Background: an optimization exercise with open tools, aiming at small area, a short achievable clock period and few clock cycles. Do not read the settings as production practice.
In this exercise RTL edits were held to simulation tests only and were not proved equivalent to the original.
Power is estimated from default activity; no workload was simulated.

`flow/design.v`:
```
module mbf_wtx (
    input  wire        clk,
    input  wire        rst,
    input  wire        tx_start,
    input  wire [15:0] tx_cmd,
    input  wire [15:0] tx_len,
    input  wire        tx_flip,
    input  wire        tx_ack,
    output wire        tx_busy,
    output reg         tx_done,
    output reg         tx_oversize,
    input  wire        tx_in_valid,
    input  wire [31:0] tx_in_data,
    output wire        tx_in_ready,
    output wire        pkt_valid,
    output wire [31:0] pkt_data,
    output wire        pkt_last,
    input  wire        pkt_ready
);
    localparam MSG_MAX = 988;
    reg        sending;
    reg        flip_q;
    reg        ack_q;
    reg [9:0]  total;      
    reg [9:0]  emitted;    
    reg [9:0]  in_left;    
    reg [63:0] buf_q;      
    reg [3:0]  cnt;        
    reg [3:0]  pkt_idx;    
    reg [3:0]  wpos;       
    wire [9:0] total_m1  = total - 10'd1;
    wire [9:0] n_m1      = total_m1 / 10'd62;
    wire [3:0] last_idx  = n_m1[3:0];
    wire [9:0] rem_s     = total - emitted;
    wire [5:0] plen      = (rem_s > 10'd62) ? 6'd62 : rem_s[5:0];
    wire [2:0] need      = (wpos == 4'd0) ? 3'd2 : 3'd4;
    wire [2:0] take      = (rem_s < {7'd0, need}) ? rem_s[2:0] : need;
    wire       have      = ({1'b0, cnt} >= {2'b00, take});
    reg [31:0] chunk;
    always @(*) begin
        case (take)
            3'd0:    chunk = 32'h0;
            3'd1:    chunk = {24'h0, buf_q[7:0]};
            3'd2:    chunk = {16'h0, buf_q[15:0]};
            3'd3:    chunk = {8'h0, buf_q[23:0]};
            default: chunk = buf_q[31:0];
        endcase
    end
    assign pkt_valid = sending && have;
    assign pkt_data  = (wpos == 4'd0) ? {chunk[15:0], pkt_idx, last_idx, flip_q, ack_q, plen}
                                      : chunk;
    assign pkt_last  = (wpos == 4'd15);
    wire       xfer      = pkt_valid && pkt_ready;
    wire [3:0] taken     = xfer ? {1'b0, take} : 4'd0;
    wire [3:0] cnt_after = cnt - taken;
    wire [2:0] in_bytes  = (in_left >= 10'd4) ? 3'd4 : in_left[2:0];
    reg [31:0] in_masked;
    always @(*) begin
        case (in_bytes)
            3'd1:    in_masked = {24'h0, tx_in_data[7:0]};
            3'd2:    in_masked = {16'h0, tx_in_data[15:0]};
            3'd3:    in_masked = {8'h0, tx_in_data[23:0]};
            default: in_masked = tx_in_data;
        endcase
    end
    assign tx_in_ready = sending && (in_left != 10'd0) && (cnt_after <= 4'd4);
    assign tx_busy     = sending;
    wire        in_xfer   = tx_in_valid && tx_in_ready;
    wire [63:0] buf_shift = buf_q >> {taken, 3'b000};
    wire [63:0] buf_in    = {32'h0, in_masked} << {cnt_after, 3'b000};
    wire        last_pkt  = (pkt_idx == last_idx);
    always @(posedge clk) begin
        if (rst) begin
            sending     <= 1'b0;
            tx_done     <= 1'b0;
            tx_oversize <= 1'b0;
            cnt         <= 4'd0;
            buf_q       <= 64'h0;
            emitted     <= 10'd0;
            in_left     <= 10'd0;
            pkt_idx     <= 4'd0;
            wpos        <= 4'd0;
        end else begin
            tx_done     <= 1'b0;
            tx_oversize <= 1'b0;
            if (!sending) begin
                if (tx_start) begin
                    if (tx_len > MSG_MAX) begin
                        tx_done     <= 1'b1;
                        tx_oversize <= 1'b1;
                    end else begin
                        sending <= 1'b1;
                        flip_q  <= tx_flip;
                        ack_q   <= tx_ack;
                        total   <= tx_len[9:0] + 10'd4;
                        emitted <= 10'd0;
                        in_left <= tx_len[9:0];
                        buf_q   <= {32'h0, tx_len, tx_cmd};
                        cnt     <= 4'd4;
                        pkt_idx <= 4'd0;
                        wpos    <= 4'd0;
                    end
                end
            end else begin
                buf_q <= buf_shift | (in_xfer ? buf_in : 64'h0);
                cnt   <= cnt_after + (in_xfer ? {1'b0, in_bytes} : 4'd0);
                if (in_xfer)
                    in_left <= in_left - {7'd0, in_bytes};
                if (xfer) begin
                    emitted <= emitted + {7'd0, take};
                    wpos    <= wpos + 4'd1;
                    if (wpos == 4'd15) begin
                        pkt_idx <= pkt_idx + 4'd1;
                        if (last_pkt) begin
                            sending <= 1'b0;
                            tx_done <= 1'b1;
                        end
                    end
                end
            end
        end
    end
endmodule
module mbf_wrx (
    input  wire        clk,
    input  wire        rst,
    input  wire        rx_strict,
    input  wire        rx_valid,
    input  wire [31:0] rx_data,
    input  wire        rx_last,
    input  wire [2:0]  rx_cnt,
    output reg         rd_valid,
    output reg  [31:0] rd_data,
    output reg  [2:0]  rd_cnt,
    output reg         res_valid,
    output reg  [1:0]  res_kind,
    output reg  [3:0]  res_err,
    output reg  [15:0] res_cmd,
    output reg  [15:0] res_len
);
    localparam [15:0] CMD_DBG_MESSAGE = 16'hF001;
    localparam [15:0] CMD_ID_RETRY    = 16'hF002;
    localparam [1:0] KIND_MESSAGE = 2'd0;
    localparam [1:0] KIND_RETRY   = 2'd1;
    localparam [1:0] KIND_DEBUG   = 2'd2;
    localparam [1:0] KIND_FAIL    = 2'd3;
    localparam [3:0] ERR_NONE         = 4'h0;
    localparam [3:0] ERR_LEN_MISMATCH = 4'h2;
    localparam [3:0] ERR_BAD_PACKET   = 4'h3;
    localparam [3:0] ERR_INCONSISTENT = 4'h4;
    localparam [3:0] ERR_TOO_LONG     = 4'h5;
    reg        first;        
    reg [4:0]  k;            
    reg [3:0]  prev_idx;
    reg [3:0]  tot0;
    reg [10:0] sum;          
    reg [10:0] acc;          
    reg [15:0] cmd_q;
    reg [15:0] len_q;
    reg [5:0]  wpos;         
    reg [5:0]  plen_q;
    reg [3:0]  idx_q;
    reg [3:0]  tot_q;
    wire [5:0]  plen_c = (wpos == 6'd0) ? rx_data[5:0]   : plen_q;
    wire [3:0]  idx_c  = (wpos == 6'd0) ? rx_data[15:12] : idx_q;
    wire [3:0]  tot_c  = (wpos == 6'd0) ? rx_data[11:8]  : tot_q;
    wire [15:0] len_c  = (first && wpos == 6'd1) ? rx_data[15:0] : len_q;
    wire [2:0] nb      = rx_last ? rx_cnt : 3'd4;
    wire [8:0] base    = {1'b0, wpos, 2'b00};
    wire [8:0] cnt     = base + {6'd0, nb};
    wire [8:0] win_lo  = first ? 9'd6 : 9'd2;
    wire [8:0] win_hi  = 9'd2 + {3'd0, plen_c};
    reg  [3:0] tk;
    integer j;
    always @(*) begin
        for (j = 0; j < 4; j = j + 1)
            tk[j] = (j < nb) && (base + 9'(j) >= win_lo) && (base + 9'(j) < win_hi);
    end
    reg [31:0] tk_data;
    reg [2:0]  tk_cnt;
    always @(*) begin
        tk_cnt = {2'b00, tk[0]} + {2'b00, tk[1]} + {2'b00, tk[2]} + {2'b00, tk[3]};
        if (tk[0])      tk_data = rx_data;
        else if (tk[1]) tk_data = {8'h0, rx_data[31:8]};
        else if (tk[2]) tk_data = {16'h0, rx_data[31:16]};
        else            tk_data = {24'h0, rx_data[31:24]};
    end
    wire        bad_pkt   = (cnt < 9'd2) || (plen_c > 6'd62) ||
                            (cnt < win_hi) || (first && cnt < 9'd6);
    wire        too_long  = (k == 5'd16);
    wire        inconsist = rx_strict &&
                            (first ? (idx_c != 4'd0)
                                   : (({1'b0, idx_c} != {1'b0, prev_idx} + 5'd1) ||
                                      (tot_c != tot0)));
    wire [10:0] acc_new   = acc + {8'd0, tk_cnt};
    wire [10:0] sum_new   = sum + {5'd0, plen_c};
    wire        complete  = (idx_c == tot_c);
    wire        len_ok    = ({5'd0, acc_new} == len_c) &&
                            (sum_new >= 11'd4) && (acc_new == sum_new - 11'd4);
    always @(posedge clk) begin
        if (rst) begin
            first     <= 1'b1;
            k         <= 5'd0;
            sum       <= 11'd0;
            acc       <= 11'd0;
            wpos      <= 6'd0;
            rd_valid  <= 1'b0;
            res_valid <= 1'b0;
        end else begin
            rd_valid  <= 1'b0;
            res_valid <= 1'b0;
            if (rx_valid) begin
                if (wpos == 6'd0) begin
                    plen_q <= rx_data[5:0];
                    idx_q  <= rx_data[15:12];
                    tot_q  <= rx_data[11:8];
                    if (first) cmd_q <= rx_data[31:16];
                end
                if (first && wpos == 6'd1) len_q <= rx_data[15:0];
                if (tk != 4'd0) begin
                    rd_valid <= 1'b1;
                    rd_data  <= tk_data;
                    rd_cnt   <= tk_cnt;
                end
                if (!rx_last) begin
                    if (wpos != 6'd63) wpos <= wpos + 6'd1;
                    acc <= acc_new;
                end else begin
                    wpos <= 6'd0;
                    if (bad_pkt || too_long || inconsist) begin
                        res_valid <= 1'b1;
                        res_kind  <= KIND_FAIL;
                        res_err   <= bad_pkt  ? ERR_BAD_PACKET :
                                     too_long ? ERR_TOO_LONG : ERR_INCONSISTENT;
                        first     <= 1'b1;
                        k         <= 5'd0;
                        sum       <= 11'd0;
                        acc       <= 11'd0;
                    end else if (complete) begin
                        res_valid <= 1'b1;
                        res_cmd   <= cmd_q;
                        res_len   <= len_c;
                        if (!len_ok) begin
                            res_kind <= KIND_FAIL;
                            res_err  <= ERR_LEN_MISMATCH;
                        end else begin
                            res_err  <= ERR_NONE;
                            if (cmd_q == CMD_DBG_MESSAGE)
                                res_kind <= KIND_DEBUG;
                            else if (cmd_q == CMD_ID_RETRY)
                                res_kind <= KIND_RETRY;
                            else
                                res_kind <= KIND_MESSAGE;
                        end
                        first <= 1'b1;
                        k     <= 5'd0;
                        sum   <= 11'd0;
                        acc   <= 11'd0;
                    end else begin
                        first    <= 1'b0;
                        k        <= k + 5'd1;
                        sum      <= sum_new;
                        acc      <= acc_new;
                        prev_idx <= idx_c;
                        if (first) tot0 <= tot_c;
                    end
                end
            end
        end
    end
endmodule
module mbf_framer32 (
    input  wire        clk,
    input  wire        rst,
    input  wire        tx_start,
    input  wire [15:0] tx_cmd,
    input  wire [15:0] tx_len,
    input  wire        tx_flip,
    input  wire        tx_ack,
    output wire        tx_busy,
    output wire        tx_done,
    output wire        tx_oversize,
    input  wire        tx_in_valid,
    input  wire [31:0] tx_in_data,
    output wire        tx_in_ready,
    output wire        pkt_valid,
    output wire [31:0] pkt_data,
    output wire        pkt_last,
    input  wire        pkt_ready,
    input  wire        rx_strict,
    input  wire        rx_valid,
    input  wire [31:0] rx_data,
    input  wire        rx_last,
    input  wire [2:0]  rx_cnt,
    output wire        rd_valid,
    output wire [31:0] rd_data,
    output wire [2:0]  rd_cnt,
    output wire        res_valid,
    output wire [1:0]  res_kind,
    output wire [3:0]  res_err,
    output wire [15:0] res_cmd,
    output wire [15:0] res_len
);
    mbf_wtx u_tx (
        .clk(clk), .rst(rst),
        .tx_start(tx_start), .tx_cmd(tx_cmd), .tx_len(tx_len),
        .tx_flip(tx_flip), .tx_ack(tx_ack),
        .tx_busy(tx_busy), .tx_done(tx_done), .tx_oversize(tx_oversize),
        .tx_in_valid(tx_in_valid), .tx_in_data(tx_in_data), .tx_in_ready(tx_in_ready),
        .pkt_valid(pkt_valid), .pkt_data(pkt_data), .pkt_last(pkt_last),
        .pkt_ready(pkt_ready)
    );
    mbf_wrx u_rx (
        .clk(clk), .rst(rst),
        .rx_strict(rx_strict), .rx_valid(rx_valid), .rx_data(rx_data),
        .rx_last(rx_last), .rx_cnt(rx_cnt),
        .rd_valid(rd_valid), .rd_data(rd_data), .rd_cnt(rd_cnt),
        .res_valid(res_valid), .res_kind(res_kind), .res_err(res_err),
        .res_cmd(res_cmd), .res_len(res_len)
    );
endmodule
```
`flow/run.sh`:
```
#!/bin/bash
# synth_recipe.tcl (not shown) runs the flow's synth.tcl, then flattens the netlist and writes it again
# the make line also repeats each setting of config.mk as NAME=value (left out here)
make -C /OpenROAD-flow-scripts/flow DESIGN_CONFIG=/design/flow/config.mk WORK_HOME=/design/flow/orfs CLKGATE_MAP_FILE= SYNTH_SCRIPT=/design/flow/synth_recipe.tcl finish
```
`flow/config.mk`:
```
export PLATFORM = sky130hd
export DESIGN_NAME = mbf_framer32
export DESIGN_NICKNAME = mbf_framer32
export VERILOG_FILES = /design/flow/design.v
export SDC_FILE = /design/flow/constraint.sdc
export NUM_CORES = 4
export LEC_CHECK = 0
export CAP_MARGIN = 20
export CORE_MARGIN = 2
export CORE_UTILIZATION = 40
export SLEW_MARGIN = 20
```
`flow/constraint.sdc`:
```
create_clock -name core_clock -period 8.0 [get_ports {clk}]
set_input_delay 1.6000 -clock core_clock [delete_from_list [all_inputs] [get_ports {clk}]]
set_output_delay 1.6000 -clock core_clock [all_outputs]
set_load 0.01 [all_outputs]
```
==> summary.txt <==
Status
  • Status: complete, no violations

Route
  • Met1 WL: 26,950 um
  • Drt total wl: around 60,000 um
  • Max layer used: met4
  • DR vias: 16,280
  • WL met3: about 4700 um
  • Drc violations: 0
  • 1st-iter DRT viols: approximately 1,500
  • Drt pass-1 iters: 5
  • Routed len/inst: approximately 22 um
  • Detail Route Antenna Nets: 0
  • Drt via density: roughly 6
  • Met2 WL: between 20,000 and 30,000 um

Timing
  • Worst clock skew: about 14 ps
  • Endpoints failing hold: 0
  • Slew Viols, Final: 0
  • Final Critical Period: 7581 ps
  • Fmax: about 0.13 GHz
  • Tcrit/Tclk final: 0.9476
  • Endpoints failing setup: 0
  • Slew @ Worst Pin: between 1000 and 1500 ps
  • Slew margin rel.: 0.2078
  • Final hold slack: 449.7 ps
  • Unrepaired setup endpoints after global routing: false

Worst setup path
  • CP max FO: 4
  • Worst Path Required: roughly 8300 ps
  • Critical path startpoint category: input pin
  • Slowest-stage cell, CP: clkdlybuf4s50_1
  • Crit Reg-Reg Endpoint: u_rx.res_kind[1]
  • CP peak stage delay: about 500 ps
  • Setup CP Type: in2reg
  • R2r startpoint: u_rx.wpos[5]
  • R2R Setup Slk: 840 ps
  • Crit end category: flop
  • Critical Path AT: approximately 7900 ps
  • R2R cell count: 32

Floorplan
  • Core Rows: between 70 and 80
  • Core area: 43,170 um2
  • Io pins: around 220
  • Chip width: 213.5 um
  • Starting Density: 0.4066
  • Die Area: roughly 46,000 um2
  • Die H: 213.5 um

Worst hold path
  • Hold_sp: u_rx.cmd_q[4]
  • Min-Delay Path Class: reg2reg
  • Worst Hold Endpoint: u_rx.res_cmd[4]
  • Worst hold path stage count: 0

Clock tree
  • Clock latency on the worst-skew pair: approximately 600 ps
  • CTS buffer count: 31
  • Clock slew at reported path FFs: ~60 ps
  • H-tree lvl count: 1
  • Clock tree root buffer cell: clkbuf_16
  • CTS tree: yes
  • Clk buf depth: 3
  • Sink Count: around 270
  • Hold_buf cts: 0

Placed design
  • Post-DP Area: between 20,000 and 25,000 um2
  • Dpl cells: ~2,700
  • Routability cong.: just under 1
  • HPWL after detailed placement: ~44,000 um
  • Buffers added on ports: 220

GRT
  • Vias in the first global route: roughly 15,000
  • GRT overflow: 0
  • Overall routing resource usage: 0.2562
  • Initial antenna violation count: 0
  • Largest net degree at the start of global routing: 57
  • Global-route wire length before repair: just over 90,000 um

Final layout
  • Fin area: between 20,000 and 25,000 um2
  • # diodes: 0
  • Fillers: 4,110
  • Final Non-Filler Cells: about 2,800
  • Area added between synthesis and finish: 24.46%
  • Layout Nets: between 2,000 and 2,500
  • Fraction of layout cells with a size suffix above 1: 0.1121

Synthesis
  • Number of synthesized flops with an enable pin: 138
  • Main synth FF type: edfxtp_1
  • Post-Synthesis Cells: ~1,900
  • Post-synth cell types: ~100
  • Syn Nets: roughly 2,100
  • Post-Syn Area: 17,550 um2
  • Mean Syn Cell Area: between 9 and 10 um2
  • Post-synthesis sequential area ratio: 0.3900
  • Post-synthesis async set-or-reset flop share: 0
  • Synth Register Bits: approximately 270
  • Yosys warning count: 2

Run
  • # Max-Cap Violations: 0

Power and ir drop
  • Pwr Density: ~150 nW/um2
  • P_leak: between 8 and 9 nW
  • Max rail drop VDD: 0.1708 mV
  • Pwr Total: around 0.0033 W
kinds of logic after synthesis:
kind of cell / after synthesis / share of synthesized area
AO/OA/AOI/OAI: 544 / 0.2104
XOR/XNOR: 99 / 0.05061
adder cells (fa/ha/maj): 72 / 0.05432
buffers and inverters: 199 / 0.04740
flip-flops: 273 / 0.3900
multiplexers: 139 / 0.08254
other: 2 / 0.0004278
AND/OR/NAND/NOR: 592 / 0.1643
worst max path at each step:
| stage | from | cells after the start | end |
|---|---|---|---|
| after floorplan | rx_data[1] | 28 | u_rx.res_kind[0] |
| after global placement | rx_data[1] | 28 | u_rx.res_kind[1] |
| after detailed placement | rx_data[1] | 28 | u_rx.res_kind[1] |
| after CTS | u_tx.total[0] | 29 | tx_in_ready |
| after global routing | rx_data[1] | 31 | u_rx.res_kind[1] |
| final | rx_data[1] | 31 | u_rx.res_kind[1] |
sequential cells by signal (all words and copies together) (netlist names), 2 cells and up:
signal         count
u_tx.total        10
u_rx.idx_q         4
u_tx.in_left      10
u_tx.buf_q        64
u_rx.res_kind      2
u_tx.emitted      10
u_rx.sum          11
u_rx.res_err       3
u_rx.rd_cnt        3
u_rx.acc          11
u_rx.tot_q         4
u_rx.cmd_q        16
u_rx.len_q        16
u_tx.cnt           4
u_rx.k             5
u_rx.res_cmd      16
u_rx.res_len      16
u_tx.pkt_idx       4
u_rx.plen_q        6
u_tx.wpos          4
u_rx.wpos          6
u_rx.prev_idx      4
u_rx.rd_data      32
u_rx.tot0          4
where the power goes:
| part | switching [W] | internal [W] |
|---|---|---|
| registers | 0.0000124 | 0.00150 |
| logic | 0.000203 | 0.000159 |
| clock network | 0.000603 | 0.000807 |
| total | 0.000818 | 0.00247 |
area by class of cell:
type	instances	area [um2]	area share
inverters	97	364.1	0.01667
multi-input cells	1448	10050	0.4598
repair buffers	309	2868	0.1313
well taps	585	732.0	0.03350
clock buffers	36	794.5	0.03637
clock inverters	22	195.2	0.008934
flip-flops and latches	273	6848	0.3134
per-stage QoR:
step | setup TNS [ps] | setup slack (ps) | utilization
floorplan | 0 | 76.85 | -
CTS | 0 | 21.25 | 0.5046
detailed placement | -914.3 | -378.5 | 0.4800
global placement | -632.3 | -298.3 | 0.4800
global route | 0 | 46.49 | 0.5061
finish | 0 | 418.9 | 0.5061
per-layer routing:
metal  vias up  track usage
met5         -            0
met4         0      0.07807
met3       101      0.03076
met2       756       0.4065
met1      7827       0.3654
li1       7595            -
critical path, delay by kind of cell:
kind | cells | cell delay (ps)
AO/OA/AOI/OAI | 5 | 1130
buffers and inverters | 8 | 1250
multiplexers | 2 | 410
adder cells (fa/ha/maj) | 6 | 1690
XOR/XNOR | 2 | 290
AND/OR/NAND/NOR | 8 | 1560
cells in the mapped netlist (all sizes together), types with 10 or more instances:
master | number | area (um2)
dfxtp | 135 | 2703
nor4 | 27 | 217.7
a22oi | 48 | 360.4
o22ai | 14 | 87.58
o21a | 13 | 97.59
a221oi | 17 | 148.9
nand2b | 11 | 68.82
o211ai | 16 | 125.1
a22o | 48 | 420.4
nand2 | 184 | 690.7
nand3 | 51 | 260.3
inv | 96 | 360.3
o21ai | 156 | 784.5
ha | 65 | 813.3
a31oi | 10 | 68.81
a21o | 26 | 195.2
clkbuf | 67 | 251.5
xor2 | 42 | 367.9
nor3 | 51 | 276.5
nor2b | 12 | 75.07
mux2 | 40 | 450.4
nor2 | 163 | 628.1
a211oi | 17 | 127.6
nand4 | 16 | 100.1
mux2i | 99 | 998.5
and3 | 15 | 93.84
and2 | 13 | 81.33
buf | 35 | 216.5
edfxtp | 138 | 4144
xnor2 | 56 | 498.0
a21oi | 97 | 493.0
cell usage in the layout, fill, tap and decap left out, types with 16 or more instances in the layout:
cell             count
a211oi_1            17
a21o_1              26
a21oi_1             91
a221oi_1            17
a22o_1              48
a22oi_1             48
buf_4               89
clkbuf_16           31
clkdlybuf4s50_1    218
dfxtp_1            134
edfxtp_1           138
ha_1                65
inv_1               92
mux2_2              40
mux2i_1             95
nand2_1            183
nand3_1             50
nand4_1             16
nor2_1             159
nor3_1              45
nor4_1              19
o21ai_0            126
o21ai_1             29
xnor2_1             53
xor2_1              39
what timing repair did:
| item | in CTS | in global routing |
|---|---|---|
| setup buffers | 3 | 1 |
| setup endpoints to repair | 1 | 3 |
| pin swaps | 5 | 6 |
| gates resized for setup | 9 | 17 |
| gates cloned | 0 | 0 |
Testbench counts, summed over its fixed seeds: cycles 21,768.

-- port drivers added, routing unchanged --
The flow's constraints put no driver on any port. The routed layout listed below was extracted and timed again, unchanged, in two steps.
Step 1 sets driving cells, clkbuf_16 on the clock port and buf_2 on the other inputs (assumed; they add their load-dependent delay and slew).
Step 2 moves the port delays by t, midway between the first and last clock arrival at a register: inputs arrive t later, outputs are due t later. That takes back most of the time a late clock gives input paths.
a / b / c = ideal / step 1 / step 2; a / b = the first two.
t, ns: 0.641
setup slack, ns: 0.419 / 0.394 / -0.188
clock arrival spread, ns: 0.017 / 0.017
worst register clock-pin slew, ns: 0.06 / 0.06
worst data-port slew with drivers (ns): 0.06
Met with ideal ports but missed after step 2: setup timing in this run. For this run, drivers alone change the setup slack by -0.025 ns; drivers and shift together by -0.607 ns.
